Background: an optimization exercise with open tools, aiming at small area. Do not read the settings as production practice. The RTL was checked by simulation tests, not by an equivalence proof against the original design. No run shown here takes its clock network from TritonCTS; it comes from the design's own scripts or RTL. The flow treats the clock pin as an ideal source. Dropping or thinning the clock tree relies on that and would not hold on a real chip. No activity file was given, so power comes from the tool's default toggle rates.

## flow/config.mk

```make
export PLATFORM = sky130hd
export DESIGN_NAME = twi_engine
export DESIGN_NICKNAME = twi_engine
export VERILOG_FILES = /design/flow/design.v
export SDC_FILE = /design/flow/constraint.sdc
export NUM_CORES = 4
export LEC_CHECK = 0
export ABC_AREA = 1
export CAP_MARGIN = 0
export CORE_MARGIN = 2
export CORE_UTILIZATION = 40
export GPL_ROUTABILITY_DRIVEN = 0
export GPL_TIMING_DRIVEN = 0
export PLACE_DENSITY = 0.6
export SLEW_MARGIN = 0
```

## flow/constraint.sdc

```tcl
create_clock -name core_clock -period 10.0 [get_ports {clk}]
set_input_delay 2.0000 -clock core_clock [delete_from_list [all_inputs] [get_ports {clk}]]
set_output_delay 2.0000 -clock core_clock [all_outputs]
set_load 0.01 [all_outputs]
```

## flow/design.v

```verilog
module twi_engine (
    input  wire       clk,
    input  wire       rst,
    input  wire       cmd_valid,
    input  wire [7:0] cmd_data,
    output wire       cmd_ready,
    output wire       rsp_valid,
    output reg  [7:0] rsp_data,
    input  wire       rsp_ready,
    output reg        scl_oe,
    output reg        sda_oe,
    input  wire       sda_i
);
    localparam [3:0] O_TWINIT   = 4'b0000;
    localparam [3:0] O_START    = 4'b0001;
    localparam [3:0] O_WRITE    = 4'b0010;
    localparam [3:0] O_READ     = 4'b0011;
    localparam [3:0] O_STOP     = 4'b0110;
    localparam [3:0] O_WRREG    = 4'b0100;
    localparam [3:0] O_RDREG    = 4'b0101;
    localparam [3:0] O_EERD     = 4'b1000;
    localparam [3:0] O_EEWR     = 4'b1001;
    localparam [3:0] O_EEGETCUR = 4'b1010;
    localparam [3:0] O_EESETCUR = 4'b1011;
    localparam [3:0] O_TOBCD    = 4'b1100;
    localparam [3:0] O_FROMBCD  = 4'b1101;
    localparam [3:0] F_END  = 4'b0000;
    localparam [3:0] F_DIV  = 4'b0001;    
    localparam [3:0] F_ELO  = 4'b0010;    
    localparam [3:0] F_EHI  = 4'b0011;    
    localparam [3:0] F_S1   = 4'b0100;    
    localparam [3:0] F_S2   = 4'b0101;    
    localparam [3:0] F_P    = 4'b0110;    
    localparam [3:0] F_WD   = 4'b1000;    
    localparam [3:0] F_RD   = 4'b1001;    
    localparam [3:0] F_W0   = 4'b1010;    
    localparam [3:0] F_WR   = 4'b1011;    
    localparam [3:0] F_SLAW = 4'b1100;    
    localparam [3:0] F_SLAR = 4'b1101;    
    localparam [3:0] F_OPC  = 4'b1110;    
    localparam [3:0] F_ARG  = 4'b1111;    
    function [15:0] radd;    
        input [15:0] a;
        input [15:0] b;
        input        cin;
        integer i;
        reg c;
        begin
            c = cin;
            for (i = 0; i < 16; i = i + 1) begin
                radd[i] = a[i] ^ b[i] ^ c;
                c = (a[i] & b[i]) | (c & (a[i] ^ b[i]));
            end
        end
    endfunction
    function [15:0] rinc;    
        input [15:0] a;
        integer i;
        reg c;
        begin
            c = 1'b1;
            for (i = 0; i < 16; i = i + 1) begin
                rinc[i] = a[i] ^ c;
                c = a[i] & c;
            end
        end
    endfunction
    function rge;            
        input [15:0] a;
        input [15:0] k;
        integer i;
        reg g;
        begin
            g = 1'b1;
            for (i = 0; i < 16; i = i + 1)
                g = k[i] ? (a[i] & g) : (a[i] | g);
            rge = g;
        end
    endfunction
    reg        issued;    
    reg [3:0]  opc;
    reg [1:0]  argi;
    reg [3:0]  fph;       
    reg        topen;
    reg        taddr;
    reg [6:0]  a1;        
    reg [23:0] dq;
    reg        bbusy;     
    reg [4:0]  hc;        
    reg [9:0]  khz;       
    reg [12:0] acc;       
    reg [2:0]  cyc;       
    reg [1:0]  sync;
    assign cmd_ready = fph[3] & fph[2] & fph[1];    
    assign rsp_valid = issued & mk_emit;
    wire [3:0] cmd_code = {cmd_data[5], cmd_data[4] | cmd_data[2],
                           cmd_data[1] | cmd_data[2], cmd_data[0]};
    reg [1:0] last_arg;
    always @(*) begin
        last_arg = 2'd0;
        if (opc == O_TWINIT || opc == O_RDREG)
            last_arg = 2'd1;
        if (opc == O_WRREG || opc == O_EERD || opc == O_EESETCUR)
            last_arg = 2'd2;
        if (opc == O_EEWR)
            last_arg = 2'd3;
    end
    wire f_man = (opc[3:2] == 2'b00) || (opc == O_STOP);       
    wire f_rd  = (opc == O_RDREG) || (opc == O_EERD) || (opc == O_EEGETCUR);
    wire f_two = (opc == O_EEGETCUR) || (opc == O_EESETCUR);
    wire f_td  = (opc == O_EESETCUR);
    reg [3:0] init_ph;
    always @(*) begin
        init_ph = F_S1;
        if (opc == O_TWINIT)  init_ph = F_DIV;
        if (opc == O_WRITE)   init_ph = F_WD;
        if (opc == O_READ)    init_ph = F_RD;
        if (opc[3:2] == 2'b11) init_ph = F_ELO;
    end
    wire       round    = ~argi[0];
    wire [1:0] argi_dec = {argi[1] ^ ~argi[0], ~argi[0]};
    wire [1:0] argi_inc = {argi[1] ^ argi[0], ~argi[0]};
    reg  [3:0] nph;
    always @(*) begin
        nph = F_END;
        if (fph == F_S1)   nph = f_man ? F_ELO : F_SLAW;
        if (fph == F_SLAW) nph = f_two ? F_W0 : F_WD;
        if (fph == F_W0)   nph = F_WR;
        if (fph == F_WR)   nph = f_td ? F_WD : (f_rd ? F_S2 : F_P);
        if (fph == F_WD)   nph = f_man ? F_ELO :
                                 (!f_two && argi_dec != 2'd1) ? F_WD :
                                 (f_rd ? F_S2 : F_P);
        if (fph == F_S2)   nph = F_SLAR;
        if (fph == F_SLAR) nph = F_RD;
        if (fph == F_RD)   nph = f_man ? F_ELO : F_P;
        if (fph == F_P)    nph = (f_two && !round) ? F_S1 :
                                 f_rd ? (f_two ? F_EHI : F_ELO) : F_END;
        if (fph == F_EHI)  nph = F_ELO;
    end
    wire mk_frame = fph[3] & ~(fph[2] & fph[1]);
    wire reading  = (fph == F_RD);
    wire mk_wd    = (fph == F_WD);
    wire mk_start = (fph == F_S1) || (fph == F_S2);
    wire mk_stop  = (fph == F_P);
    wire mk_div   = (fph == F_DIV);
    wire mk_emit  = (fph == F_ELO) || (fph == F_EHI);
    wire mk_end   = (fph == F_END);
    wire ack_out  = (opc == O_READ) & a1[0];
    wire [3:0]  bitn     = hc[4:1];
    wire [15:0] acc_sum  = radd({3'd0, acc}, {6'd0, khz}, 1'b0);
    wire        half_end = rge(acc_sum, 16'd8001);
    wire        at4      = (cyc == 3'd5);
    wire        sda_in   = sync[1];
    wire        bidle    = ~bbusy;
    wire        b_run    = bbusy & issued & ~mk_emit;
    wire        b_stop   = bbusy & ~b_run;
    wire        b_start  = b_run & mk_start;
    wire        b_frame  = b_run & mk_frame;
    wire        b_div    = b_run & mk_div;
    wire [4:0]  hc_inc   = rinc({11'd0, hc});
    wire [2:0]  cyc_inc  = rinc({13'd0, cyc});
    wire [7:0] sla = {a1, fph[0]};    
    reg fbit;
    always @(*) begin
        fbit = dq[23];
        if (fph == F_SLAW || fph == F_SLAR)
            fbit = sla[~bitn[2:0]];
        if (fph == F_WR)
            fbit = (bitn[2:0] == 3'd7) & round;
        if (fph == F_W0)
            fbit = 1'b0;
    end
    wire go = !issued && bidle && (mk_frame || mk_start || mk_stop || mk_div);
    always @(posedge clk) begin
        sync <= {sync[0], sda_i};
        if (bidle || half_end) begin
            acc <= {3'd0, khz};
            cyc <= 3'd1;
        end else begin
            acc <= acc_sum[12:0];
            if (cyc != 3'd7) cyc <= cyc_inc;
        end
    end
    always @(posedge clk) begin
        if (rst) begin
            bbusy  <= 1'b0;
            scl_oe <= 1'b0;
            sda_oe <= 1'b0;
        end else begin
            if (go) bbusy <= 1'b1;
            if (b_div && hc[3:0] == 4'd15)
                bbusy <= 1'b0;
            if (b_start) begin
                if (hc == 5'd0 && at4)
                    sda_oe <= 1'b0;
                if (half_end) begin
                    case (hc[1:0])
                        2'd0: scl_oe <= 1'b0;
                        2'd1: sda_oe <= 1'b1;
                        2'd2: scl_oe <= 1'b1;
                        default: bbusy <= 1'b0;
                    endcase
                end
            end
            if (b_frame) begin
                if (!hc[0] && at4) begin
                    if (bitn[3])
                        sda_oe <= reading & ack_out;
                    else
                        sda_oe <= ~reading & ~fbit;
                end
                if (half_end) begin
                    scl_oe <= hc[0];
                    if (hc[0] && bitn[3])
                        bbusy <= 1'b0;
                end
            end
            if (b_stop) begin
                if (hc == 5'd0 && at4)
                    sda_oe <= 1'b1;
                if (half_end) begin
                    case (hc[1:0])
                        2'd0: scl_oe <= 1'b0;
                        2'd1: sda_oe <= 1'b0;
                        default: bbusy <= 1'b0;
                    endcase
                end
            end
        end
    end
    wire [6:0] v = cmd_data[6:0];
    wire ge10 = rge({9'd0, v}, 16'd10);
    wire ge20 = rge({9'd0, v}, 16'd20);
    wire ge30 = rge({9'd0, v}, 16'd30);
    wire ge40 = rge({9'd0, v}, 16'd40);
    wire ge50 = rge({9'd0, v}, 16'd50);
    wire ge60 = rge({9'd0, v}, 16'd60);
    wire ge70 = rge({9'd0, v}, 16'd70);
    wire ge80 = rge({9'd0, v}, 16'd80);
    wire ge90 = rge({9'd0, v}, 16'd90);
    wire [3:0] tens = {ge80,
                       ge40 & ~ge80,
                       (ge20 & ~ge40) | (ge60 & ~ge80),
                       (ge10 & ~ge20) | (ge30 & ~ge40) | (ge50 & ~ge60) |
                       (ge70 & ~ge80) | ge90};
    wire [2:0] u3     = radd({13'd0, cmd_data[3:1]},
                             radd({13'd0, tens[2:0]}, {13'd0, tens[1:0], 1'b0}, 1'b0),
                             1'b0);
    wire [7:0] to_bcd = {tens, u3, cmd_data[0]};
    wire [7:0] f1       = radd({9'd0, cmd_data[7:4], 3'd0}, {11'd0, cmd_data[7:4], 1'b0}, 1'b0);
    wire [7:0] from_bcd = radd({8'd0, f1}, {12'd0, cmd_data[3:0]}, 1'b0);
    wire [7:0] bcd_res = (opc == O_TOBCD) ? to_bcd : from_bcd;
    always @(posedge clk) begin
        if (bidle) begin
            hc <= 5'd0;
        end else if (b_div) begin
            hc <= hc_inc;
            khz <= {a1[1:0], dq[23:16]};
        end else if (half_end) begin
            hc <= hc_inc;
            if (b_frame && hc[0] && (reading || mk_wd) &&
                (!bitn[3] || (mk_wd && opc == O_WRITE)))
                dq <= {dq[22:0], sda_in};
        end
        if (fph == F_ARG && cmd_valid) begin
            if (argi == 2'd0) a1 <= cmd_data[6:0];
            if (!argi[1])     dq[23:16] <= cmd_data;
            if (argi == 2'd2) dq[15:8]  <= cmd_data;
            if (argi == 2'd3) dq[7:0]   <= cmd_data;
            if (argi == 2'd0 && opc[3:2] == 2'b11) dq[7:0] <= bcd_res;
        end
    end
    always @(posedge clk) begin
        if (rst) begin
            fph    <= F_OPC;
            issued <= 1'b0;
            topen  <= 1'b0;
        end else begin
            case (fph)
                F_OPC: begin
                    if (cmd_valid) begin
                        if (cmd_code == O_START)
                            fph <= F_S1;
                        else if (cmd_code == O_STOP)
                            fph <= F_P;
                        else
                            fph <= F_ARG;
                    end
                end
                F_ARG: begin
                    if (cmd_valid && argi == last_arg)
                        fph <= init_ph;
                end
                F_END: fph <= F_OPC;
                F_P: begin
                    if (bidle) begin
                        topen <= 1'b0;
                        fph   <= nph;
                    end
                end
                F_ELO, F_EHI: begin
                    if (!issued)
                        issued <= 1'b1;
                    else if (rsp_ready) begin
                        if (opc == O_START)
                            topen <= 1'b1;
                        issued <= 1'b0;
                        fph    <= nph;
                    end
                end
                default: begin
                    if (bidle) begin
                        issued <= ~issued;
                        if (issued)
                            fph <= nph;
                    end
                end
            endcase
        end
    end
    always @(posedge clk) begin
        if (fph == F_OPC) begin
            opc  <= cmd_code;
            argi <= 2'd0;
        end
        if (fph == F_ARG && cmd_valid)
            argi <= argi_inc;
        if (fph == F_P && bidle && f_two)
            argi <= argi_dec;
        if (issued && bidle) begin
            if (mk_start) taddr <= 1'b1;
            if (mk_wd && !f_two) argi <= argi_dec;
        end
        if (issued && mk_emit && rsp_ready && opc == O_WRITE)
            taddr <= 1'b0;
    end
    always @(*) begin
        case (opc)
            O_START: rsp_data = topen ? 8'h10 : 8'h08;
            O_WRITE: begin
                if (taddr)
                    rsp_data = a1[0] ? (dq[0] ? 8'h48 : 8'h40)
                                     : (dq[0] ? 8'h20 : 8'h18);
                else
                    rsp_data = dq[0] ? 8'h30 : 8'h28;
            end
            default:   rsp_data = fph[0] ? dq[15:8] : dq[7:0];
        endcase
    end
endmodule
```

## flow/flow/run.sh

```bash
#!/bin/bash
# The standard layout with these changes to how it is made:
#  * the port buffers are the smallest buffer cell.
#  * the clock tree is one level of four buffers (flow/cts_tree.tcl).
set -e
here=$(pwd)
rm -rf "$here/scripts"
cp -r "$FLOW_HOME/scripts" "$here/scripts"
cp "$here/flow/abc_area.script" "$here/scripts/abc_area.script"
export SCRIPTS_DIR="$here/scripts"
export BUFFER_PORTS_ARGS="-buffer_cell sky130_fd_sc_hd__buf_1"
export PRE_CTS_TCL="$here/flow/cts_tree.tcl"
bash standard.sh ADDER_MAP_FILE= finish > standard.log 2>&1
```

## flow/flow/abc_area.script

```
strash
balance
rewrite
refactor
balance
rewrite -z
refactor -z
rewrite -z
balance
&get -n
&dch -f
&nf -a -R 100
&put
strash
&get -n
&dch -f
&nf -a -R 100
&put
strash
&get -n
&dch -f
&nf -a -R 100
&put
```

## flow/flow/cts_tree.tcl

```tcl
proc clock_tree_synthesis { args } {
  set master_name sky130_fd_sc_hd__buf_12
  set nx 2
  set ny 2
  set db [ord::get_db]
  set block [ord::get_db_block]
  set clknet [$block findNet clk]
  set master [$db findMaster $master_name]
  set sinks {}
  foreach iterm [$clknet getITerms] {
    set bb [[$iterm getInst] getBBox]
    set x [expr {([$bb xMin] + [$bb xMax]) / 2}]
    set y [expr {([$bb yMin] + [$bb yMax]) / 2}]
    lappend sinks [list $iterm $x $y]
  }
  set sorted [lsort -integer -index 1 $sinks]
  set n [llength $sorted]
  set groups {}
  for {set i 0} {$i < $nx} {incr i} {
    set col [lrange $sorted [expr {$i * $n / $nx}] [expr {($i + 1) * $n / $nx - 1}]]
    set col [lsort -integer -index 2 $col]
    set m [llength $col]
    for {set j 0} {$j < $ny} {incr j} {
      lappend groups [lrange $col [expr {$j * $m / $ny}] [expr {($j + 1) * $m / $ny - 1}]]
    }
  }
  set k 0
  foreach g $groups {
    set inst [odb::dbInst_create $block $master clkbuf_leaf_$k]
    set net [odb::dbNet_create $block clknet_leaf_$k]
    $net setSigType CLOCK
    set sx 0
    set sy 0
    foreach s $g {
      set it [lindex $s 0]
      $it disconnect
      $it connect $net
      set sx [expr {$sx + [lindex $s 1]}]
      set sy [expr {$sy + [lindex $s 2]}]
    }
    [$inst findITerm A] connect $clknet
    [$inst findITerm X] connect $net
    $inst setLocation [expr {$sx / [llength $g]}] [expr {$sy / [llength $g]}]
    $inst setPlacementStatus PLACED
    puts "clock buffer $k ($master_name): [llength $g] registers"
    incr k
  }
  $clknet setSigType CLOCK
  set_propagated_clock [all_clocks]
}
```

## flow/standard.sh

```bash
#!/bin/bash
# synth_recipe.tcl (not shown) runs the flow's synth.tcl, then flattens the netlist and writes it again
# the make line also repeats each setting of config.mk as NAME=value (left out here)
make -C /OpenROAD-flow-scripts/flow DESIGN_CONFIG=/design/flow/config.mk WORK_HOME=/design/flow/orfs CLKGATE_MAP_FILE= SYNTH_SCRIPT=/design/flow/synth_recipe.tcl "${@:-finish}"
```

==> results.cfg, run 1 <==
[critical_path]
startpoint_type = flip-flop
critPathRequiredTime_ns = 10.01
startpoint = khz[1]
cp.depth = 19
r2r-end = dq[1]
rr_worst_depth = 19
r2r_start = khz[1]
crit_slowest_cell = and4_2
end_kind = flip-flop
crit_family = adder cells
critical_path_arrival_ns = 6.08
r2r_slack_ns = 3.92
path_buf_inv = 0
path_common_cell = maj3_1
crit_end = dq[1]
crit_chain = nor2_1 -> o21ai_0 -> maj3_1 -> maj3_1 -> o21a_1 -> a21oi_1 -> a21oi_1 -> maj3_1 -> maj3_1 -> maj3_1 -> maj3_1 -> a21o_1 -> nor3_1 -> o21a_1 -> and4_2 -> mux2i_1 -> a21oi_1 -> a211oi_1 -> a21oi_1
path_class = flip-flop to flip-flop
slowest_delay_ns = 0.79
cp_max_fo = 30

[sta]
skew_ns = 0.00741
max_freq_mhz = 165
rsz0062_at_grt = no
period_share_pct = 60.8
min_period_ns = 6.08
worst_pin_slew_ns = 1.11
maxSlewViolCount = 0
hold_viol = 0
tns_ns = 0
relSlewSlack_pct = 25.9
setup_viol = 0

[layout]
drive_above_1_share_pct = 1.25
synthToLayoutAreaGrowth_pct = 7.81
nets = 574
final_cell_mix = 65 x o21ai_0, 63 x nand2_1, 59 x dfxtp_1, 54 x nor2_1, 48 x a21oi_1
layout.cells.non_filler = 699
fillerInstances = 1116
diodes = 0
mostFrequentLayoutCell = o21ai_0

[global_routing]
grt_pass1_wl_um = 17800
grt_max_degree = 31
grt_overflow = 0
grt_usage_pct = 18.0
antenna_found_initial = 0
grt_pass1_vias = 3659

[logic_synthesis]
syn_avg_cell_area_um2 = 8.36
syn_area_mm2 = 0.00444
synth_top_family_by_area = compound AO/OA/AOI/OAI gates
async_flop_share_pct = 0
dominantRegCellSynth = dfxtp_1
synth.mux.area_fraction_pct = 7.36
yosys_register_bits = 80
synth.yosys.seq_area_share_pct = 40.8
synth-xor-area-share_pct = 3.95
yosys_warnings = 1
syn_inst = 531
synth-simple-area-share_pct = 22.8
synth-edff-count = 21
synthDistinctLibCells = 49
synthAdderAreaFrac_pct = 1.35
syn_nets = 544
synth-compound-area-share_pct = 23.1

[place]
dpl.cell_count = 695
numPortBuffers = 24
dpl.hpwl_um = 7870

[floorplanning]
initial_core_util_pct = 41.0
die_area_mm2 = 0.0120
dieHeight_um = 109
core_area_mm2 = 0.0108
rows = 38
die_w_um = 109
io_pins = 25

[drt]
ant_nets = 0
vias_per_cell = 5.73
drc = 0
drt_pass1_iterations = 5
wirelength_um = 10800
vias = 4007
wl_per_cell_um = 15.4
drt_iter0_markers = 230

[pwr]
p_sw_share_pct = 40.2
power_density_mw_per_mm2 = 240
p_seq_share_pct = 46.9
p_sw_uw = 462
p_leak_uw = 0.00159
p_int_uw = 687
irDropWorstVdd_uv = 113
comb_power_share_pct = 40.4
p_clk_share_pct = 12.7

[worst_hold_path]
hp-class = flip-flop to flip-flop

[cts]
ctsResizeCount = 0
cts_hold_buf = 0
insertion_delay_ns = 0.12
cts_setup_buffers = 0
cts.clk_slew.worst_paths_ns = 0.08

[status]
outcome = timing/DRC/antenna clean

[job]
cap_violations = 0
state kept, by name (all words and copies together) (netlist names), 2 cells and up:
signal / flops
acc: 13
khz: 10
sync: 2
dq: 24
hc: 5
argi: 2
cyc: 3
a1: 7
fph: 4
opc: 4
worst reg2reg max path: cells and delay by family (launching register included):
kind	cells	cell delay (ns)
AND/OR/NAND/NOR	3	1.10
AO/OA/AOI/OAI	9	1.58
adder cells (fa/ha/maj)	6	2.53
multiplexers	1	0.34
flip-flops	1	0.43
worst min-delay path by stage:
| stage | start | to | slack (ns) | depth (start not counted) |
|---|---|---|---|---|
| 4_1_cts | sync[0] | sync[1] | 0.34 | 0 |
| 5_1_grt | sync[0] | sync[1] | 0.35 | 0 |
| 6_report | sync[0] | sync[1] | 0.33 | 0 |
| 3_5_place_dp | sync[0] | sync[1] | 0.32 | 0 |
| 2_1_floorplan | sync[0] | sync[1] | 0.31 | 0 |
| 3_3_place_gp | sync[0] | sync[1] | 0.31 | 0 |
power groups by stage:
stage	sequential [uW]	combinational (uW)	clock, uW
6_report	539	464	146
3_5_place_dp	544	463	0
2_1_floorplan	510	360	0
4_1_cts	537	465	151
5_1_grt	554	527	161
3_3_place_gp	540	452	0
Yosys cell counts (all sizes together), types with 2 or more instances:
cell | instances | area share (%)
o31ai | 2 | 0.34
clkinv | 7 | 0.59
dfxtp | 59 | 27
nor2 | 54 | 4.6
o21ai | 65 | 7.3
or3 | 4 | 0.56
a2111oi | 2 | 0.39
mux4 | 2 | 1.0
a31oi | 6 | 0.85
o32ai | 2 | 0.39
o21bai | 3 | 0.51
nand2 | 63 | 5.3
o22ai | 5 | 0.70
a21oi | 48 | 5.4
nor2b | 15 | 2.1
a41oi | 2 | 0.39
nand2b | 10 | 1.4
o311ai | 2 | 0.39
and3 | 12 | 1.7
xor2 | 8 | 1.6
nor3 | 20 | 2.3
o22a | 2 | 0.39
o21a | 5 | 0.85
nor4 | 2 | 0.28
or2 | 3 | 0.42
edfxtp | 21 | 14
and2 | 5 | 0.70
mux2i | 27 | 6.1
maj3 | 6 | 1.4
nand3 | 22 | 2.5
xnor2 | 12 | 2.4
a22oi | 5 | 0.85
a211oi | 11 | 1.9
o2bb2ai | 2 | 0.39
nor3b | 3 | 0.51
cells by family after synthesis:
logic type	count (synthesis)
flops	80
buf+inv	7
simple gates	216
fa+ha+maj	6
xor+xnor	20
mux	30
compound gates	172
per-stage QoR:
step | setup WS, ns | area (um^2) | hold WS, ns | power (uW) | util [%]
floorplan | 4.27 | 4440 | 0.310 | 869 | -
global placement | 3.63 | 4700 | 0.314 | 992 | 43.4
detailed placement | 3.47 | 4700 | 0.316 | 1010 | 43.4
CTS | 3.48 | 4780 | 0.336 | 1150 | 44.1
global route | 3.54 | 4790 | 0.351 | 1240 | 44.1
finish | 3.92 | 4790 | 0.335 | 1150 | 44.1
metal layers:
metal	vias to the layer above	global-route usage, %	share of wire (%)
li1	2040	-	-
met1	1872	25.1	46
met2	82	31.6	49
met3	13	1.07	3.5
met4	0	2.71	1.7
met5	-	0	0
cell type report:
class	count	area [um^2]	share of cell area, %
multi-input combinational	444	2600	54.4
inverter	7	26.3	0.549
timing repair buffer	24	90.1	1.88
tap	140	175	3.66
buffer	4	80.1	1.67
sequential	80	1810	37.9
==> run 2, diff against run 1 <==
==> flow/flow/abc_area.script (replaced) <==
strash
balance
rewrite
refactor
balance
rewrite -z
refactor -z
rewrite -z
balance
dch -f
map -a
strash
&get -n
&dch -f
&nf -a -R 200
&put
strash
&get -n
&dch -f
&nf -a -R 200
&put
==> run 2 against run 1 <==
  * First-iteration DRC count is 32% higher
  * Via count is 6.7% higher
  * Sequential share of layout area is 0.079 points higher
==> results.cfg, run 2 <==
[status]
outcome = timing/DRC/antenna clean

[place]
dpl.hpwl_um = 8190
dpl.cell_count = 722
pre_cts_ws_ns = 4.77
numPortBuffers = 24

[logic_synthesis]
syn_nets = 570
synth.yosys.seq_area_share_pct = 41.0
dominantRegCellSynth = dfxtp_1
async_flop_share_pct = 0
synthTopCellsByCount = 84 x nand2_1, 82 x o21ai_0, 65 x nor2_1, 59 x dfxtp_1, 54 x a21oi_1
synth-edff-count = 21
synth_most_common_cell = nand2_1
yosys.area.top_type = dfxtp_1
synth_top_area_share_pct = 26.8
synthDistinctLibCells = 46
yosys-top-cells-area = dfxtp_1 27%, edfxtp_1 14%, o21ai_0 9.3%
syn_area_mm2 = 0.00441
syn_inst = 557
yosys_warnings = 1
syn_avg_cell_area_um2 = 7.93
yosys_register_bits = 80

[critical_path]
slowest_delay_ns = 0.86
cp_max_fo = 13
startpoint_type = flip-flop
path_common_cell = o21ai_0
critPathRequiredTime_ns = 10.05
path_buf_inv = 1
path_class = flip-flop to flip-flop
crit_family = compound AO/OA/AOI/OAI gates
critical_path_arrival_ns = 5.28
crit_chain = xnor2_1 -> o21ai_0 -> a21o_1 -> o21ai_0 -> nand2_1 -> o21ai_0 -> o21ai_0 -> a21o_1 -> o21ai_0 -> o21ai_0 -> maj3_1 -> maj3_1 -> and2_0 -> o21a_1 -> a21oi_1 -> nor2_1 -> nand3_1 -> nor3_2 -> buf_6 -> a21oi_1 -> a22oi_1
end_kind = flip-flop
crit_slowest_cell = nor3_2

[cts]
insertion_delay_ns = 0.13
cts.clk_slew.worst_paths_ns = 0.09
cts_setup_buffers = 0
cts_hold_buf = 0
ctsResizeCount = 0

[global_routing]
antenna_found_initial = 0
met1_usage_pct = 27.2
grt_use_met3_pct = 1.08
grt_overflow = 0
grt_max_degree = 25
grt_usage_pct = 19.2
grt_pass1_wl_um = 18800
grt_pass1_vias = 3917
grt_busiest_layer = met2
gr-usage-met2_pct = 32.1

[layout]
drive_above_1_share_pct = 1.19
largest_register_ffs = 24
final_cell_mix = 84 x nand2_1, 82 x o21ai_0, 65 x nor2_1, 59 x dfxtp_1, 54 x a21oi_1
diodes = 0
synthToLayoutAreaGrowth_pct = 8.19
layout.cells.non_filler = 726
reg.largest.list = dq x24, acc x13, khz x10
largest_register = dq
mostFrequentLayoutCell = nand2_1
nets = 601

[floorplanning]
dieHeight_um = 109
rows = 38
die_w_um = 109
initial_core_util_pct = 40.9
core_area_mm2 = 0.0108
die_area_mm2 = 0.0119
io_pins = 25

[sta]
skew_ns = 0.0107
hold_viol = 0
setup_viol = 0
finalWorstSetupSlack_ns = 4.77
fin_hold_ws_ns = 0.339
rsz0062_at_grt = no
relSlewSlack_pct = 30.6
tns_ns = 0
maxSlewViolCount = 0
worst_pin_slew_ns = 1.04
min_period_ns = 5.23
period_share_pct = 52.3
max_freq_mhz = 191

[drt]
wirelength_um = 11400
vias = 4274
drt_pass1_iterations = 7
wl_per_cell_um = 15.7
ant_nets = 0
drt_iter0_markers = 303
vias_per_cell = 5.89
drc = 0

[pwr]
p_int_uw = 661
p_seq_share_pct = 47.0
irDropWorstVdd_uv = 127
p_leak_uw = 0.00164
power_density_mw_per_mm2 = 236
finalPower_uw = 1130
p_clk_share_pct = 13.0
p_sw_uw = 465
comb_power_share_pct = 40.0
p_sw_share_pct = 41.3

[worst_hold_path]
hp-class = flip-flop to flip-flop

[job]
cap_violations = 0
## run 2: cell count changes after synthesis, sizes merged, moves of 7 or more
| cell | change |
|---|---|
| o21ai | +17 |
| nor2 | +11 |
| mux2i | -18 |
| nand2 | +21 |
| and3 | -7 |
| nor2b | -12 |
| a211oi | -10 |
| nand3 | -7 |
| o22ai | +9 |
## run 2: area by class of cell
class | instances | area, um^2
Multi-Input combinational cell | 470 | 2580
Inverter | 7 | 26.3
Tap cell | 140 | 175
Timing Repair Buffer | 25 | 101
Fill cell | 1039 | 6020
Sequential cell | 80 | 1810
Buffer | 4 | 80.1
## run 2: worst paths after layout
kind                  end  startpoint  slack, ns  cells after the start
setup / recovery    dq[3]      khz[1]       4.77                     21
hold / removal    sync[1]     sync[0]       0.34                      0
setup reg to reg    dq[3]      khz[1]       4.77                     21
hold reg to reg   sync[1]     sync[0]       0.34                      0
## run 2: power by group through the flow
stage | registers, uW | clock network, uW | logic (uW)
finish | 530 | 146 | 450
global route | 543 | 162 | 512
CTS | 527 | 151 | 447
detailed placement | 534 | 0 | 444
global placement | 529 | 0 | 435
floorplan | 499 | 0 | 341
## run 2: logic make-up (layout without fill, tap and decap cells)
| kind of cell | after synthesis | in the layout | synth area share (%) |
|---|---|---|---|
| DFF | 80 | 80 | 41.0 |
| AOI/OAI and AO/OA | 202 | 202 | 26.4 |
| adders and majority gates | 2 | 2 | 0.454 |
| and+or+nand+nor | 227 | 227 | 23.0 |
| muxes | 13 | 13 | 3.32 |
| xor gates and xnor gates | 26 | 26 | 5.16 |
| buffers and inverters | 7 | 36 | 0.595 |
## run 2: through the flow
stage / utilization [%] / area, um^2
after floorplan: - / 4410
after global placement: 43.4 / 4680
after detailed placement: 43.5 / 4700
after CTS: 44.2 / 4780
after global routing: 44.2 / 4780
final: 44.2 / 4780
## run 2: layer usage
metal  up-vias  part of all wire, %
met5         -                    0
met4         0                  1.9
met3        17                  4.9
met2       129                   47
met1      1990                   46
li1       2138                    -
==> run 3, diff against run 2 <==
--- a/flow/flow/cts_tree.tcl
+++ b/flow/flow/cts_tree.tcl
@@ -1,5 +1,5 @@
 proc clock_tree_synthesis { args } {
-  set master_name sky130_fd_sc_hd__buf_12
+  set master_name sky130_fd_sc_hd__buf_8
   set nx 2
   set ny 2
   set db [ord::get_db]
==> run 3 against run 2 <==
  * Combinational power hardly changed
  * Hold slack better by 0.0058 ns
  * First-iteration DRC count shrank 9.9%
  * Critical path type unchanged
  * Largest cell class unchanged
  * Largest power group unchanged
==> results.cfg, run 3 <==
[status]
outcome = timing/DRC/antenna clean

[global_routing]
grt_pass1_wl_um = 18800
antenna_found_initial = 0
grt_usage_pct = 19.1
grt_overflow = 0
grt_max_degree = 25
grt_pass1_vias = 3918

[logic_synthesis]
yosys_register_bits = 80
dominantRegCellSynth = dfxtp_1
synth-xor-area-share_pct = 5.16
synth-edff-count = 21
synth_top_area_share_pct = 26.8
syn_nets = 570
syn_inst = 557
synth-simple-area-share_pct = 23.0
synth-compound-area-share_pct = 26.4
yosys_warnings = 1
syn_avg_cell_area_um2 = 7.93
async_flop_share_pct = 0
synthTopCellsByCount = 84 x nand2_1, 82 x o21ai_0, 65 x nor2_1, 59 x dfxtp_1, 54 x a21oi_1
yosys.area.top_type = dfxtp_1
synth.mux.area_fraction_pct = 3.32
synth_most_common_cell = nand2_1
yosys-top-cells-area = dfxtp_1 27%, edfxtp_1 14%, o21ai_0 9.3%
syn_area_mm2 = 0.00441
synth_top_family_by_area = compound AO/OA/AOI/OAI gates
synthDistinctLibCells = 46
synthAdderAreaFrac_pct = 0.454
synth.yosys.seq_area_share_pct = 41.0

[sta]
hold_viol = 0
tns_ns = 0
relSlewSlack_pct = 30.7
min_period_ns = 5.22
worst_pin_slew_ns = 1.04
setup_viol = 0
skew_ns = 0.0125
rsz0062_at_grt = no
period_share_pct = 52.2
maxSlewViolCount = 0
max_freq_mhz = 192

[critical_path]
cp_max_fo = 13
path_buf_inv = 1
critPathRequiredTime_ns = 10.07
crit_slowest_cell = nor3_2
slowest_delay_ns = 0.85
path_class = flip-flop to flip-flop
end_kind = flip-flop
path_common_cell = o21ai_0
critical_path_arrival_ns = 5.28
startpoint_type = flip-flop
crit_family = compound AO/OA/AOI/OAI gates
crit_chain = xnor2_1 -> o21ai_0 -> a21o_1 -> o21ai_0 -> nand2_1 -> o21ai_0 -> o21ai_0 -> a21o_1 -> o21ai_0 -> o21ai_0 -> maj3_1 -> maj3_1 -> and2_0 -> o21a_1 -> a21oi_1 -> nor2_1 -> nand3_1 -> nor3_2 -> buf_6 -> a21oi_1 -> a22oi_1

[floorplanning]
die_area_mm2 = 0.0119
core_area_mm2 = 0.0108
dieHeight_um = 109
die_w_um = 109
initial_core_util_pct = 40.9
io_pins = 25
rows = 38

[layout]
largest_register_ffs = 24
postLayoutCoreUtil_pct = 44.1
mostFrequentLayoutCell = nand2_1
final_cell_mix = 84 x nand2_1, 82 x o21ai_0, 65 x nor2_1, 59 x dfxtp_1, 54 x a21oi_1
drive_above_1_share_pct = 1.19
reg.largest.list = dq x24, acc x13, khz x10
diodes = 0
largest_register = dq
nets = 601
layout.cells.non_filler = 726
synthToLayoutAreaGrowth_pct = 7.74

[pwr]
power_density_mw_per_mm2 = 232
p_leak_uw = 0.00163
irDropWorstVdd_uv = 127

[cts]
insertion_delay_ns = 0.14
cts.clk_slew.worst_paths_ns = 0.11
ctsResizeCount = 0
cts_setup_buffers = 0
cts_hold_buf = 0

[drt]
wirelength_um = 11300
drt_pass1_iterations = 5
vias_per_cell = 5.92
vias = 4299
wl_per_cell_um = 15.6
drc = 0
drt_iter0_markers = 273
ant_nets = 0

[worst_hold_path]
hp-class = flip-flop to flip-flop

[job]
cap_violations = 0

[place]
dpl.cell_count = 722
dpl.hpwl_um = 8190
numPortBuffers = 24
-- run 3: logic make-up after synthesis --
logic type	after synthesis
simple gates	227
fa+ha+maj	2
mux	13
compound gates	202
buf+inv	7
xor+xnor	26
flops	80
-- run 3: report_power, final --
part	switching (uW)	internal (uW)	leakage [uW]
Clock	80.4	45.9	0.0000297
Combinational	274	177	0.000924
Sequential	110	419	0.000679
-- run 3: cell type report --
cell class,instances,area [um^2]
inverters,7,26.3
flip-flops and latches,80,1810
fillers,1043,6040
well taps,140,175
repair buffers,25,101
plain buffers,4,60.1
multi-input cells,470,2580
-- run 3: routing by layer --
metal | vias to the layer above | GRT usage, % | part of all wire [%]
li1 | 2132 | - | -
met1 | 2008 | 27.1 | 45
met2 | 138 | 32.1 | 47
met3 | 21 | 1.08 | 5.8
met4 | 0 | 4.40 | 2.0
met5 | - | 0 | 0
-- run 3: path summary, 6_finish.rpt --
check	cells after the start	endpoint	start	slack (ns)
max	21	dq[3]	khz[1]	4.78
min	0	sync[1]	sync[0]	0.34
max reg2reg	21	dq[3]	khz[1]	4.78
min reg2reg	0	sync[1]	sync[0]	0.34
-- run 3: worst reg2reg max path, cell delays in order, from the launching register on --
cell	delay (ns)
edfxtp_1	0.43
xnor2_1	0.17
o21ai_0	0.30
a21o_1	0.12
o21ai_0	0.11
nand2_1	0.08
o21ai_0	0.12
o21ai_0	0.37
a21o_1	0.12
o21ai_0	0.14
o21ai_0	0.40
maj3_1	0.31
maj3_1	0.22
and2_0	0.17
o21a_1	0.19
a21oi_1	0.06
nor2_1	0.11
nand3_1	0.35
nor3_2	0.85
buf_6	0.25
a21oi_1	0.09
a22oi_1	0.19
-- run 3: per-stage QoR --
step	hold WS [ns]	setup WS [ns]	area (um^2)	power [uW]
6_report	0.345	4.78	4760	1110
5_1_grt	0.347	4.12	4760	1200
4_1_cts	0.344	4.75	4760	1100
3_5_place_dp	0.317	4.77	4700	978
3_3_place_gp	0.317	3.62	4680	964
2_1_floorplan	0.310	4.95	4410	840
==> run 4, diff against run 3 <==
--- a/flow/design.v
+++ b/flow/design.v
@@ -81,8 +81,7 @@
     reg [3:0]  opc;
     reg [1:0]  argi;
     reg [3:0]  fph;       
-    reg        topen;
-    reg        taddr;
+    reg        stflag;
     reg [6:0]  a1;        
     reg [23:0] dq;
     reg        bbusy;     
@@ -91,8 +90,6 @@
     reg [12:0] acc;       
     reg [2:0]  cyc;       
     reg [1:0]  sync;
-    assign cmd_ready = fph[3] & fph[2] & fph[1];    
-    assign rsp_valid = issued & mk_emit;
     wire [3:0] cmd_code = {cmd_data[5], cmd_data[4] | cmd_data[2],
                            cmd_data[1] | cmd_data[2], cmd_data[0]};
     reg [1:0] last_arg;
@@ -144,8 +141,9 @@
     wire mk_stop  = (fph == F_P);
     wire mk_div   = (fph == F_DIV);
     wire mk_emit  = (fph == F_ELO) || (fph == F_EHI);
-    wire mk_end   = (fph == F_END);
     wire ack_out  = (opc == O_READ) & a1[0];
+    assign cmd_ready = fph[3] & fph[2] & fph[1];    
+    assign rsp_valid = issued & mk_emit;
     wire [3:0]  bitn     = hc[4:1];
     wire [15:0] acc_sum  = radd({3'd0, acc}, {6'd0, khz}, 1'b0);
     wire        half_end = rge(acc_sum, 16'd8001);
@@ -274,7 +272,6 @@
         if (rst) begin
             fph    <= F_OPC;
             issued <= 1'b0;
-            topen  <= 1'b0;
         end else begin
             case (fph)
                 F_OPC: begin
@@ -293,17 +290,13 @@
                 end
                 F_END: fph <= F_OPC;
                 F_P: begin
-                    if (bidle) begin
-                        topen <= 1'b0;
-                        fph   <= nph;
-                    end
+                    if (bidle)
+                        fph <= nph;
                 end
                 F_ELO, F_EHI: begin
                     if (!issued)
                         issued <= 1'b1;
                     else if (rsp_ready) begin
-                        if (opc == O_START)
-                            topen <= 1'b1;
                         issued <= 1'b0;
                         fph    <= nph;
                     end
@@ -327,18 +320,16 @@
             argi <= argi_inc;
         if (fph == F_P && bidle && f_two)
             argi <= argi_dec;
-        if (issued && bidle) begin
-            if (mk_start) taddr <= 1'b1;
-            if (mk_wd && !f_two) argi <= argi_dec;
-        end
-        if (issued && mk_emit && rsp_ready && opc == O_WRITE)
-            taddr <= 1'b0;
+        if (issued && bidle && mk_wd && !f_two)
+            argi <= argi_dec;
+        if (go)
+            stflag <= mk_start ? scl_oe : sda_oe;
     end
     always @(*) begin
         case (opc)
-            O_START: rsp_data = topen ? 8'h10 : 8'h08;
+            O_START: rsp_data = stflag ? 8'h10 : 8'h08;
             O_WRITE: begin
-                if (taddr)
+                if (stflag)
                     rsp_data = a1[0] ? (dq[0] ? 8'h48 : 8'h40)
                                      : (dq[0] ? 8'h20 : 8'h18);
                 else
--- a/flow/flow/abc_area.script
+++ b/flow/flow/abc_area.script
@@ -19,3 +19,8 @@
 &dch -f
 &nf -a -R 200
 &put
+strash
+&get -n
+&dch -f
+&nf -a -R 200
+&put
==> run 4 against run 3 <==
  * Still clean on timing, DRC and antenna
  * Critical path depth decreased by 1
  * Flip-flop and latch count decreased by 1
  * Utilization decreased by 0.34 points
  * Wire length decreased by 3.8%
  * Area after synthesis decreased by 0.51%
  * Clock skew decreased by 0.0025 ns
  * Critical endpoint is now dq[8]
  * Largest power group unchanged
  * Highest routed layer unchanged
==> results.cfg, run 4 <==
[global_routing]
grt_pass1_wl_um = 18200
antenna_found_initial = 0
grt_usage_pct = 18.4
grt_pass1_vias = 3764
grt_overflow = 0
grt_max_degree = 25

[status]
outcome = timing/DRC/antenna clean

[job]
cap_violations = 0

[logic_synthesis]
synth_top_area_share_pct = 25.1
syn_inst = 545
yosys_register_bits = 79
synthDistinctLibCells = 50
async_flop_share_pct = 0
syn_nets = 558
yosys-top-cells-area = dfxtp_1 25%, edfxtp_1 16%, o21ai_0 7.6%
syn_area_mm2 = 0.00439
yosys_warnings = 1
yosys.area.top_type = dfxtp_1
synth_most_common_cell = nand2_1
synth.yosys.seq_area_share_pct = 41.5
synth-edff-count = 24
syn_avg_cell_area_um2 = 8.06
dominantRegCellSynth = dfxtp_1
synthTopCellsByCount = 81 x nand2_1, 69 x nor2_1, 67 x o21ai_0, 56 x a21oi_1, 55 x dfxtp_1

[pwr]
power_density_mw_per_mm2 = 243
irDropWorstVdd_uv = 134
p_leak_uw = 0.00161

[critical_path]
crit_chain = nand2_1 -> o21ai_0 -> a21o_1 -> o21ai_0 -> nand2_1 -> o21ai_0 -> a21oi_1 -> a21o_1 -> o21ai_0 -> a21oi_1 -> maj3_1 -> nand2b_1 -> a21oi_1 -> a21oi_1 -> nor2b_1 -> a31oi_1 -> nor3_1 -> nand3_1 -> a21oi_1 -> a22oi_1
r2r_start = khz[0]
critical_path_arrival_ns = 5.50
critPathRequiredTime_ns = 10.01
end_kind = flip-flop
r2r-end = dq[8]
crit_slowest_cell = nand3_1
startpoint_type = flip-flop
slowest_delay_ns = 0.97
cp_max_fo = 24
path_class = flip-flop to flip-flop
rr_worst_depth = 20
r2r_slack_ns = 4.51
path_common_cell = a21oi_1

[layout]
fillerInstances = 1106
largest_register = dq
nets = 588
mostFrequentLayoutCell = nand2_1
diodes = 0
drive_above_1_share_pct = 1.05
layout.cells.non_filler = 713
largest_register_ffs = 24
final_cell_mix = 81 x nand2_1, 69 x nor2_1, 67 x o21ai_0, 56 x a21oi_1, 55 x dfxtp_1
synthToLayoutAreaGrowth_pct = 7.46
postLayoutCoreUtil_pct = 43.7
reg.largest.list = dq x24, acc x13, khz x10

[cts]
ctsResizeCount = 0
cts_hold_buf = 0
cts.clk_slew.worst_paths_ns = 0.11
insertion_delay_ns = 0.14
cts_setup_buffers = 0

[drt]
drt_iter0_markers = 294
vias_per_cell = 5.81
drt_pass1_iterations = 5
wl_per_cell_um = 15.3
ant_nets = 0
wirelength_um = 10900
drc = 0
vias = 4140

[sta]
tns_ns = 0
rsz0062_at_grt = no
hold_viol = 0
skew_ns = 0.0100
max_freq_mhz = 182
setup_viol = 0
worst_pin_slew_ns = 1.08
min_period_ns = 5.49
maxSlewViolCount = 0
fin_hold_ws_ns = 0.341
period_share_pct = 54.9
relSlewSlack_pct = 27.6
finalWorstSetupSlack_ns = 4.51

[place]
dpl.hpwl_um = 7930
numPortBuffers = 24
dpl.cell_count = 709
pre_cts_ws_ns = 4.59

[floorplanning]
dieHeight_um = 109
initial_core_util_pct = 40.7
core_area_mm2 = 0.0108
io_pins = 25
die_w_um = 109
rows = 38
die_area_mm2 = 0.0118

[worst_hold_path]
hold-path-cell-count = 0
hp-class = flip-flop to flip-flop
min_from = sync[0]
min_to = sync[1]
run 4: changes by cell type after synthesis, sizes merged, moves of 5 or more:
cell   before  now
o22ai      14    9
nor2b       3    9
xor2       12    7
o21ai      82   67
nor3       18    7
run 4: metrics by stage:
stage	cell area [um^2]	total power, uW
after floorplan	4390	881
after global placement	4660	1000
after detailed placement	4660	1020
after CTS	4720	1150
after global routing	4720	1240
final	4720	1150
run 4: worst max path at each step:
stage	startpoint	endpoint	slack [ns]	depth (start not counted)
2_1_floorplan	khz[0]	dq[8]	5.77	20
4_1_cts	khz[0]	dq[8]	4.55	20
3_3_place_gp	khz[0]	dq[8]	4.76	20
6_report	khz[0]	dq[8]	4.51	20
5_1_grt	khz[0]	dq[8]	3.85	20
3_5_place_dp	khz[0]	dq[8]	4.59	20
run 4: critical path, delay by kind of cell, from the launching register on:
kind / cells / cell delay [ns]
simple gates: 6 / 2.34
flops: 1 / 0.40
fa+ha+maj: 1 / 0.26
compound gates: 13 / 2.33
run 4: cell families (layout without fill, tap and decap cells):
kind of cell	Yosys count	in the layout	synth area share, %
AO/OA/AOI/OAI	189	189	25.8
XOR/XNOR	23	23	4.59
adder cells (fa/ha/maj)	1	1	0.228
buffers and inverters	11	39	0.940
flip-flops	79	79	41.5
multiplexers	14	14	3.59
AND/OR/NAND/NOR	228	228	23.4
run 4: routing by layer:
| metal | up-vias | routed length [um] | GRT usage (%) |
|---|---|---|---|
| met5 | - | 0 | 0 |
| met4 | 0 | 136 | 2.56 |
| met3 | 10 | 446 | 1.32 |
| met2 | 87 | 5170 | 31.5 |
| met1 | 1972 | 5130 | 26.2 |
| li1 | 2071 | - | - |
run 4: layout make-up:
cell class	instances	area [um^2]	area share (%)
Sequential cell	79	1820	38.6
Timing Repair Buffer	24	90.1	1.91
Multi-Input combinational cell	455	2530	53.6
Inverter	11	41.3	0.875
Buffer	4	60.1	1.27
Tap cell	140	175	3.71
run 4: where the power goes:
group	leakage (uW)	internal [uW]	switching, uW
Sequential	0.000676	427	113
Clock	0.0000297	45.9	81.7
Combinational	0.000905	198	284
==> run 5, diff against run 4 <==
--- a/flow/design.v
+++ b/flow/design.v
@@ -28,15 +28,13 @@
     localparam [3:0] F_DIV  = 4'b0001;    
     localparam [3:0] F_ELO  = 4'b0010;    
     localparam [3:0] F_EHI  = 4'b0011;    
-    localparam [3:0] F_S1   = 4'b0100;    
-    localparam [3:0] F_S2   = 4'b0101;    
+    localparam [3:0] F_S    = 4'b0100;    
     localparam [3:0] F_P    = 4'b0110;    
     localparam [3:0] F_WD   = 4'b1000;    
     localparam [3:0] F_RD   = 4'b1001;    
     localparam [3:0] F_W0   = 4'b1010;    
     localparam [3:0] F_WR   = 4'b1011;    
-    localparam [3:0] F_SLAW = 4'b1100;    
-    localparam [3:0] F_SLAR = 4'b1101;    
+    localparam [3:0] F_SLA  = 4'b1100;    
     localparam [3:0] F_OPC  = 4'b1110;    
     localparam [3:0] F_ARG  = 4'b1111;    
     function [15:0] radd;    
@@ -108,7 +106,7 @@
     wire f_td  = (opc == O_EESETCUR);
     reg [3:0] init_ph;
     always @(*) begin
-        init_ph = F_S1;
+        init_ph = F_S;
         if (opc == O_TWINIT)  init_ph = F_DIV;
         if (opc == O_WRITE)   init_ph = F_WD;
         if (opc == O_READ)    init_ph = F_RD;
@@ -120,24 +118,22 @@
     reg  [3:0] nph;
     always @(*) begin
         nph = F_END;
-        if (fph == F_S1)   nph = f_man ? F_ELO : F_SLAW;
-        if (fph == F_SLAW) nph = f_two ? F_W0 : F_WD;
+        if (fph == F_S)    nph = f_man ? F_ELO : F_SLA;
+        if (fph == F_SLA)  nph = stflag ? F_RD : (f_two ? F_W0 : F_WD);
         if (fph == F_W0)   nph = F_WR;
-        if (fph == F_WR)   nph = f_td ? F_WD : (f_rd ? F_S2 : F_P);
+        if (fph == F_WR)   nph = f_td ? F_WD : (f_rd ? F_S : F_P);
         if (fph == F_WD)   nph = f_man ? F_ELO :
                                  (!f_two && argi_dec != 2'd1) ? F_WD :
-                                 (f_rd ? F_S2 : F_P);
-        if (fph == F_S2)   nph = F_SLAR;
-        if (fph == F_SLAR) nph = F_RD;
+                                 (f_rd ? F_S : F_P);
         if (fph == F_RD)   nph = f_man ? F_ELO : F_P;
-        if (fph == F_P)    nph = (f_two && !round) ? F_S1 :
+        if (fph == F_P)    nph = (f_two && !round) ? F_S :
                                  f_rd ? (f_two ? F_EHI : F_ELO) : F_END;
         if (fph == F_EHI)  nph = F_ELO;
     end
     wire mk_frame = fph[3] & ~(fph[2] & fph[1]);
     wire reading  = (fph == F_RD);
     wire mk_wd    = (fph == F_WD);
-    wire mk_start = (fph == F_S1) || (fph == F_S2);
+    wire mk_start = (fph == F_S);
     wire mk_stop  = (fph == F_P);
     wire mk_div   = (fph == F_DIV);
     wire mk_emit  = (fph == F_ELO) || (fph == F_EHI);
@@ -157,11 +153,11 @@
     wire        b_div    = b_run & mk_div;
     wire [4:0]  hc_inc   = rinc({11'd0, hc});
     wire [2:0]  cyc_inc  = rinc({13'd0, cyc});
-    wire [7:0] sla = {a1, fph[0]};    
+    wire [7:0] sla = {a1, stflag};    
     reg fbit;
     always @(*) begin
         fbit = dq[23];
-        if (fph == F_SLAW || fph == F_SLAR)
+        if (fph == F_SLA)
             fbit = sla[~bitn[2:0]];
         if (fph == F_WR)
             fbit = (bitn[2:0] == 3'd7) & round;
@@ -277,7 +273,7 @@
                 F_OPC: begin
                     if (cmd_valid) begin
                         if (cmd_code == O_START)
-                            fph <= F_S1;
+                            fph <= F_S;
                         else if (cmd_code == O_STOP)
                             fph <= F_P;
                         else
@@ -322,8 +318,10 @@
             argi <= argi_dec;
         if (issued && bidle && mk_wd && !f_two)
             argi <= argi_dec;
-        if (go)
-            stflag <= mk_start ? scl_oe : sda_oe;
+        if (go && mk_start)
+            stflag <= scl_oe;
+        if (go && mk_wd)
+            stflag <= sda_oe;
     end
     always @(*) begin
         case (opc)
==> flow/flow/abc_area.script (replaced) <==
strash
balance
rewrite
refactor
balance
rewrite -z
refactor -z
rewrite -z
balance
&get -n
&dch -f
&nf -a -R 100
&put
strash
&get -n
&dch -f
&nf -a -R 100
&put
strash
&get -n
&dch -f
&nf -a -R 100
&put
==> run 5 against run 4 <==
  * Still clean on timing, DRC and antenna
  * Sequential power down 2%
  * Critical path depth up 1
  * Final area down 0.24%
  * Via count down 1.4%
  * Register-to-register slack worse by 0.70 ns
  * Cell count down 0.84%
  * Utilization up 0.089 points
  * Synthesized cell count down 1.1%
  * Highest routed layer unchanged
==> results.cfg, run 5 <==
[floorplanning]
die_w_um = 109
initial_core_util_pct = 40.8
io_pins = 25
rows = 38
core_area_mm2 = 0.0107
die_area_mm2 = 0.0118
dieHeight_um = 109

[logic_synthesis]
yosys_warnings = 1
async_flop_share_pct = 0
syn_inst = 539
dominantRegCellSynth = dfxtp_1
syn_avg_cell_area_um2 = 8.13
synth_most_common_cell = nand2_1
synth.yosys.seq_area_share_pct = 41.6
synth-edff-count = 24
synth_top_area_share_pct = 25.1
synthDistinctLibCells = 47
yosys-top-cells-area = dfxtp_1 25%, edfxtp_1 16%, nand2_1 6.9%
syn_area_mm2 = 0.00438
synthTopCellsByCount = 81 x nand2_1, 75 x nor2_1, 55 x dfxtp_1, 53 x o21ai_0, 47 x a21oi_1
syn_nets = 552
yosys.area.top_type = dfxtp_1
yosys_register_bits = 79

[layout]
final_cell_mix = 81 x nand2_1, 75 x nor2_1, 55 x dfxtp_1, 53 x o21ai_0, 47 x a21oi_1
diodes = 0
layout.cells.non_filler = 707
largest_register_ffs = 24
postLayoutCoreUtil_pct = 43.8
synthToLayoutAreaGrowth_pct = 7.42
reg.largest.list = dq x24, acc x13, khz x10
drive_above_1_share_pct = 1.06
fillerInstances = 1128
largest_register = dq
nets = 582
mostFrequentLayoutCell = nand2_1

[drt]
wl_met3_um = 388
vias_per_cell = 5.77
drt_pass1_iterations = 7
drc = 0
wl_met1_um = 5200
wl_per_cell_um = 15.4
routed.top_layer = met4
ant_nets = 0
vias = 4082
drt_iter0_markers = 203
wirelength_um = 10900
route.met2.wl_um = 5140

[sta]
fin_hold_ws_ns = 0.338
tns_ns = 0
relSlewSlack_pct = 32.9
rsz0062_at_grt = no
period_share_pct = 61.8
max_freq_mhz = 162
min_period_ns = 6.18
hold_viol = 0
maxSlewViolCount = 0
setup_viol = 0
skew_ns = 0.0170
worst_pin_slew_ns = 1.00

[place]
dpl.hpwl_um = 7980
numPortBuffers = 24
dpl.cell_count = 703

[job]
cap_violations = 0

[cts]
insertion_delay_ns = 0.15
cts_hold_buf = 0
ctsResizeCount = 0
cts_setup_buffers = 0
cts.clk_slew.worst_paths_ns = 0.12

[critical_path]
r2r_slack_ns = 3.82
startpoint_type = flip-flop
end_kind = flip-flop
critPathRequiredTime_ns = 10.04
cp_max_fo = 20
critical_path_arrival_ns = 6.23
path_class = flip-flop to flip-flop

[worst_hold_path]
hp-class = flip-flop to flip-flop

[pwr]
finalPower_uw = 1110
irDropWorstVdd_uv = 131
power_density_mw_per_mm2 = 235
p_leak_uw = 0.00163

[global_routing]
grt_pass1_vias = 3790
antenna_found_initial = 0
grt_overflow = 0
grt_max_degree = 24
grt_pass1_wl_um = 18100
grt_usage_pct = 18.5

[status]
outcome = timing/DRC/antenna clean
==> run 5: cell count changes in the layout (fill, tap and decap cells not counted), sizes merged, moves of 6 or more <==
cell,delta
nor3,+15
a21oi,-9
nor2,+6
o22ai,+6
mux2i,+6
o21ai,-14
==> run 5: layout make-up <==
class                      instances  area, um^2  area share [%]
buffer                             4        60.1            1.28
inverter                          12        45.0           0.957
multi-input combinational        448        2520            53.4
sequential                        79        1820            38.7
tap                              140         175            3.72
timing repair buffer              24        90.1            1.91
==> run 5: kinds of logic (layout without fill, tap and decap cells) <==
family                     Yosys count  after routing  share of synthesized area, %
muxes                               21             21                          5.48
AOI/OAI and AO/OA                  159            159                          21.5
xor gates and xnor gates            26             26                          5.20
DFF                                 79             79                          41.6
buffers and inverters               12             40                          1.03
and+or+nand+nor                    236            236                          23.9
adders and majority gates            6              6                          1.37
==> run 5: worst max-delay path, cell delays in order, from the launching register on <==
cell	delay, ns
edfxtp_1	0.43
nor2_1	0.12
o21ai_0	0.15
maj3_1	0.42
maj3_1	0.40
o21a_1	0.12
a21oi_1	0.25
a21oi_1	0.17
maj3_1	0.41
maj3_1	0.40
maj3_1	0.40
maj3_1	0.41
xor2_1	0.19
a41o_1	0.18
nand2_1	0.19
clkinv_1	0.13
and3_1	0.19
nand4_1	0.71
mux2i_1	0.45
a21oi_1	0.10
a211oi_1	0.21
a21oi_1	0.06
==> run 5: stage by stage <==
step	instance area, um^2	setup WS, ns
floorplan	4380	4.56
finish	4710	3.82
CTS	4710	3.80
global route	4710	3.33
global placement	4650	3.88
detailed placement	4650	3.82
==> run 5: power by group <==
group | switching, uW | leakage (uW) | internal [uW]
registers | 109 | 0.000675 | 420
logic | 268 | 0.000920 | 179
clock network | 83.3 | 0.0000297 | 45.9
total | 460 | 0.00163 | 645
==> run 5: layer usage <==
layer / up-vias / GRT usage, %
met3: 13 / 1.43
li1: 2048 / -
met5: - / 0
met1: 1942 / 26.1
met4: 0 / 3.21
met2: 79 / 31.6
==> run 5: path summary, 6_finish.rpt <==
check	start	endpoint	cells after the start
max	khz[1]	dq[1]	21
min	sync[0]	sync[1]	0
max reg2reg	khz[1]	dq[1]	21
min reg2reg	sync[0]	sync[1]	0
==> run 6, diff against run 5 <==
--- a/flow/design.v
+++ b/flow/design.v
@@ -222,25 +222,21 @@
             end
         end
     end
-    wire [6:0] v = cmd_data[6:0];
-    wire ge10 = rge({9'd0, v}, 16'd10);
-    wire ge20 = rge({9'd0, v}, 16'd20);
-    wire ge30 = rge({9'd0, v}, 16'd30);
-    wire ge40 = rge({9'd0, v}, 16'd40);
-    wire ge50 = rge({9'd0, v}, 16'd50);
-    wire ge60 = rge({9'd0, v}, 16'd60);
-    wire ge70 = rge({9'd0, v}, 16'd70);
-    wire ge80 = rge({9'd0, v}, 16'd80);
-    wire ge90 = rge({9'd0, v}, 16'd90);
-    wire [3:0] tens = {ge80,
-                       ge40 & ~ge80,
-                       (ge20 & ~ge40) | (ge60 & ~ge80),
-                       (ge10 & ~ge20) | (ge30 & ~ge40) | (ge50 & ~ge60) |
-                       (ge70 & ~ge80) | ge90};
-    wire [2:0] u3     = radd({13'd0, cmd_data[3:1]},
-                             radd({13'd0, tens[2:0]}, {13'd0, tens[1:0], 1'b0}, 1'b0),
-                             1'b0);
-    wire [7:0] to_bcd = {tens, u3, cmd_data[0]};
+    function [3:0] div5step;     
+        input [2:0] r;           
+        input       b;
+        begin
+            div5step[3] = r[2] | (r[1] & (b | r[0]));
+            div5step[2] = (r[1] & ~r[0] & ~b) | (r[2] & b);
+            div5step[1] = (~r[1] & r[0]) | (r[2] & ~b) | (r[0] & b);
+            div5step[0] = (~r[2] & ~r[1] & b) | (r[2] & ~b) | (r[1] & r[0] & ~b);
+        end
+    endfunction
+    wire [3:0] d3 = div5step({1'b0, cmd_data[6:5]}, cmd_data[4]);
+    wire [3:0] d2 = div5step(d3[2:0], cmd_data[3]);
+    wire [3:0] d1 = div5step(d2[2:0], cmd_data[2]);
+    wire [3:0] d0 = div5step(d1[2:0], cmd_data[1]);
+    wire [7:0] to_bcd = {d3[3], d2[3], d1[3], d0[3], d0[2:0], cmd_data[0]};
     wire [7:0] f1       = radd({9'd0, cmd_data[7:4], 3'd0}, {11'd0, cmd_data[7:4], 1'b0}, 1'b0);
     wire [7:0] from_bcd = radd({8'd0, f1}, {12'd0, cmd_data[3:0]}, 1'b0);
     wire [7:0] bcd_res = (opc == O_TOBCD) ? to_bcd : from_bcd;
==> flow/flow/abc_area.script (replaced) <==
strash
balance
rewrite
refactor
balance
rewrite -z
refactor -z
rewrite -z
balance
dch -f
map -a
strash
&get -n
&dch -f
&nf -a -R 200
&put
strash
&get -n
&dch -f
&nf -a -R 200
&put
--- a/flow/flow/cts_tree.tcl
+++ b/flow/flow/cts_tree.tcl
@@ -1,5 +1,5 @@
 proc clock_tree_synthesis { args } {
-  set master_name sky130_fd_sc_hd__buf_8
+  set master_name sky130_fd_sc_hd__buf_12
   set nx 2
   set ny 2
   set db [ord::get_db]
==> run 6 against run 5 <==
  * Highest routed layer unchanged
  * Final area fell by 0.27%
  * Clock power rose by 15%
  * Largest power group unchanged
  * Flip-flop and latch count did not move
  * Clock skew fell by 0.0081 ns
  * Synthesized cell count fell by 1.3%
  * First-iteration DRC count rose by 30%
==> results.cfg, run 6 <==
[status]
outcome = timing/DRC/antenna clean

[sta]
min_period_ns = 5.38
rsz0062_at_grt = no
finalWorstSetupSlack_ns = 4.62
relSlewSlack_pct = 33.3
period_share_pct = 53.8
max_freq_mhz = 186
tns_ns = 0
setup_viol = 0
skew_ns = 0.00895
maxSlewViolCount = 0
worst_pin_slew_ns = 0.997
hold_viol = 0

[logic_synthesis]
async_flop_share_pct = 0
yosys_register_bits = 79
synth_most_common_cell = nor2_1
synth.yosys.seq_area_share_pct = 41.9
syn_inst = 532
synth_top_area_share_pct = 25.3
syn_avg_cell_area_um2 = 8.17
yosys.area.top_type = dfxtp_1
synthDistinctLibCells = 49
syn_nets = 545
synth-edff-count = 24
synthTopCellsByCount = 71 x nor2_1, 66 x nand2_1, 58 x o21ai_0, 55 x dfxtp_1, 53 x a21oi_1
dominantRegCellSynth = dfxtp_1
yosys_warnings = 1
syn_area_mm2 = 0.00435
yosys-top-cells-area = dfxtp_1 25%, edfxtp_1 17%, o21ai_0 6.7%

[pwr]
irDropWorstVdd_uv = 128
p_leak_uw = 0.00163
comb_power_share_pct = 39.7
power_density_mw_per_mm2 = 241
p_seq_share_pct = 47.2
p_int_uw = 677
p_clk_share_pct = 13.1
p_sw_uw = 455
p_sw_share_pct = 40.2

[floorplanning]
die_w_um = 108
core_area_mm2 = 0.0107
dieHeight_um = 108
io_pins = 25
initial_core_util_pct = 40.5
rows = 38
die_area_mm2 = 0.0117

[critical_path]
path_class = flip-flop to flip-flop
r2r-end = dq[9]
rr_worst_depth = 20
startpoint_type = flip-flop
critical_path_arrival_ns = 5.38
r2r_start = khz[1]
critPathRequiredTime_ns = 10.00
cp_max_fo = 24
end_kind = flip-flop
r2r_slack_ns = 4.62

[layout]
reg.largest.list = dq x24, acc x13, khz x10
layout.cells.non_filler = 700
postLayoutCoreUtil_pct = 43.7
synthToLayoutAreaGrowth_pct = 8.00
largest_register_ffs = 24
diodes = 0
drive_above_1_share_pct = 1.07
mostFrequentLayoutCell = nor2_1
nets = 575
final_cell_mix = 71 x nor2_1, 66 x nand2_1, 58 x o21ai_0, 55 x dfxtp_1, 53 x a21oi_1
largest_register = dq
design_area_mm2 = 0.00470

[place]
dpl.cell_count = 696
dpl.hpwl_um = 7930
dpl_cell_area_mm2 = 0.00462
numPortBuffers = 24
pre_cts_ws_ns = 4.61

[cts]
insertion_delay_ns = 0.12
ctsResizeCount = 0
cts_hold_buf = 0
cts_setup_buffers = 0
cts.clk_slew.worst_paths_ns = 0.09

[global_routing]
grt_pass1_vias = 3739
grt_usage_pct = 18.4
grt_max_degree = 25
grt_overflow = 0
antenna_found_initial = 0
grt_pass1_wl_um = 18000

[drt]
drc = 0
vias_per_cell = 5.72
vias = 4002
drt_iter0_markers = 263
ant_nets = 0
wl_per_cell_um = 15.1
wirelength_um = 10600
drt_pass1_iterations = 5

[worst_hold_path]
min_from = sync[0]
hold-path-cell-count = 0
min_to = sync[1]
hp-class = flip-flop to flip-flop

[job]
cap_violations = 0
run 6: cell types whose count changed in the layout (fill, tap and decap cells not counted), sizes merged, moves of 3 or more:
cell,change
nor3,-16
nand2,-15
a21oi,+6
maj3,-5
mux2i,-5
nand2b,+5
o21ai,+5
nor2,-4
nor2b,+4
a22oi,+3
nand3,+3
o211ai,+3
xnor2,-3
run 6: cells by family (layout without fill, tap and decap cells):
| family | after synthesis | after routing | synth area share, % |
|---|---|---|---|
| AO/OA/AOI/OAI | 183 | 183 | 25.2 |
| XOR/XNOR | 22 | 22 | 4.43 |
| adder cells (fa/ha/maj) | 1 | 1 | 0.230 |
| buffers and inverters | 12 | 40 | 1.04 |
| flip-flops | 79 | 79 | 41.9 |
| multiplexers | 15 | 15 | 3.86 |
| AND/OR/NAND/NOR | 220 | 220 | 23.3 |
run 6: per-layer routing:
layer / wire length (um) / vias up / part of all wire (%) / GRT usage, %
met2: 4940 / 92 / 47 / 31.7
met1: 5050 / 1853 / 48 / 26.6
met3: 468 / 9 / 4.4 / 0.784
met4: 121 / 0 / 1.1 / 2.11
met5: 0 / - / 0 / 0
li1: - / 2048 / - / -
run 6: how the worst max path moves through the flow:
stage / startpoint / to / slack (ns)
after floorplan: khz[1] / acc[6] / 5.47
after global placement: khz[1] / acc[7] / 4.79
after detailed placement: khz[1] / dq[16] / 4.61
after CTS: khz[1] / dq[18] / 4.59
after global routing: khz[1] / dq[11] / 3.95
final: khz[1] / dq[9] / 4.62
run 6: final cells by class:
cell class | count | area [um^2]
buffer | 4 | 80.1
fill | 1141 | 6050
inverter | 12 | 45.0
multi-input combinational | 441 | 2480
sequential | 79 | 1820
tap | 140 | 175
timing repair buffer | 24 | 90.1
run 6: worst max-delay path, stage by stage, from the launching register on:
cell,delay [ns]
edfxtp_1,0.43
xnor2_1,0.24
o21ai_0,0.18
a21o_1,0.18
o21ai_0,0.12
nand2_1,0.08
o21ai_0,0.15
o21ai_0,0.22
a21o_1,0.20
o21ai_0,0.16
o21ai_0,0.25
maj3_1,0.43
a21oi_1,0.24
nor2_1,0.06
a21oi_1,0.19
xor2_1,0.11
nor4_1,0.24
o21a_1,0.37
nand4_1,0.82
o21ai_0,0.46
o22ai_1,0.13
run 6: metrics by stage:
step	hold slack (ns)	power [uW]
after floorplan	0.310	854
after global placement	0.317	972
after detailed placement	0.313	988
after CTS	0.334	1140
after global routing	0.344	1220
final	0.334	1130
run 6: power by group through the flow:
stage	Sequential (uW)	Clock (uW)	Combinational (uW)
5_1_grt	550	164	511
3_3_place_gp	535	0	437
4_1_cts	533	152	450
3_5_place_dp	540	0	448
6_report	535	148	450
2_1_floorplan	506	0	348

separate check: timing with driven ports:
The results above use ideal ports. As a check the final layouts listed here were re-extracted and re-timed, cells and wires unchanged.
Step 1, drivers: a clkbuf_16 drives clk and a buf_2 each remaining input, both assumed.
Step 2 also shifts input and output timing later by t, the mid clock arrival at the registers, as if the neighbouring blocks saw the same clock.
Three values: ideal, step 1, step 2; two values: the first two.
run | t, ns | setup WS [ns] | worst hold slack (ns)
run 1 | 0.206 | 3.924 / 3.924 / 3.924 | 0.335 / 0.335 / 0.335
run 2 | 0.209 | 4.773 / 4.773 / 4.773 | 0.339 / 0.339 / 0.339
run 3 | 0.212 | 4.783 / 4.783 / 4.783 | 0.345 / 0.345 / 0.345
run 4 | 0.211 | 4.515 / 4.515 / 4.515 | 0.341 / 0.341 / 0.341
run 5 | 0.214 | 3.817 / 3.817 / 3.817 | 0.338 / 0.338 / 0.338
run 6 | 0.207 | 4.625 / 4.625 / 4.625 | 0.334 / 0.334 / 0.334
After both steps every run listed still meets setup and hold.
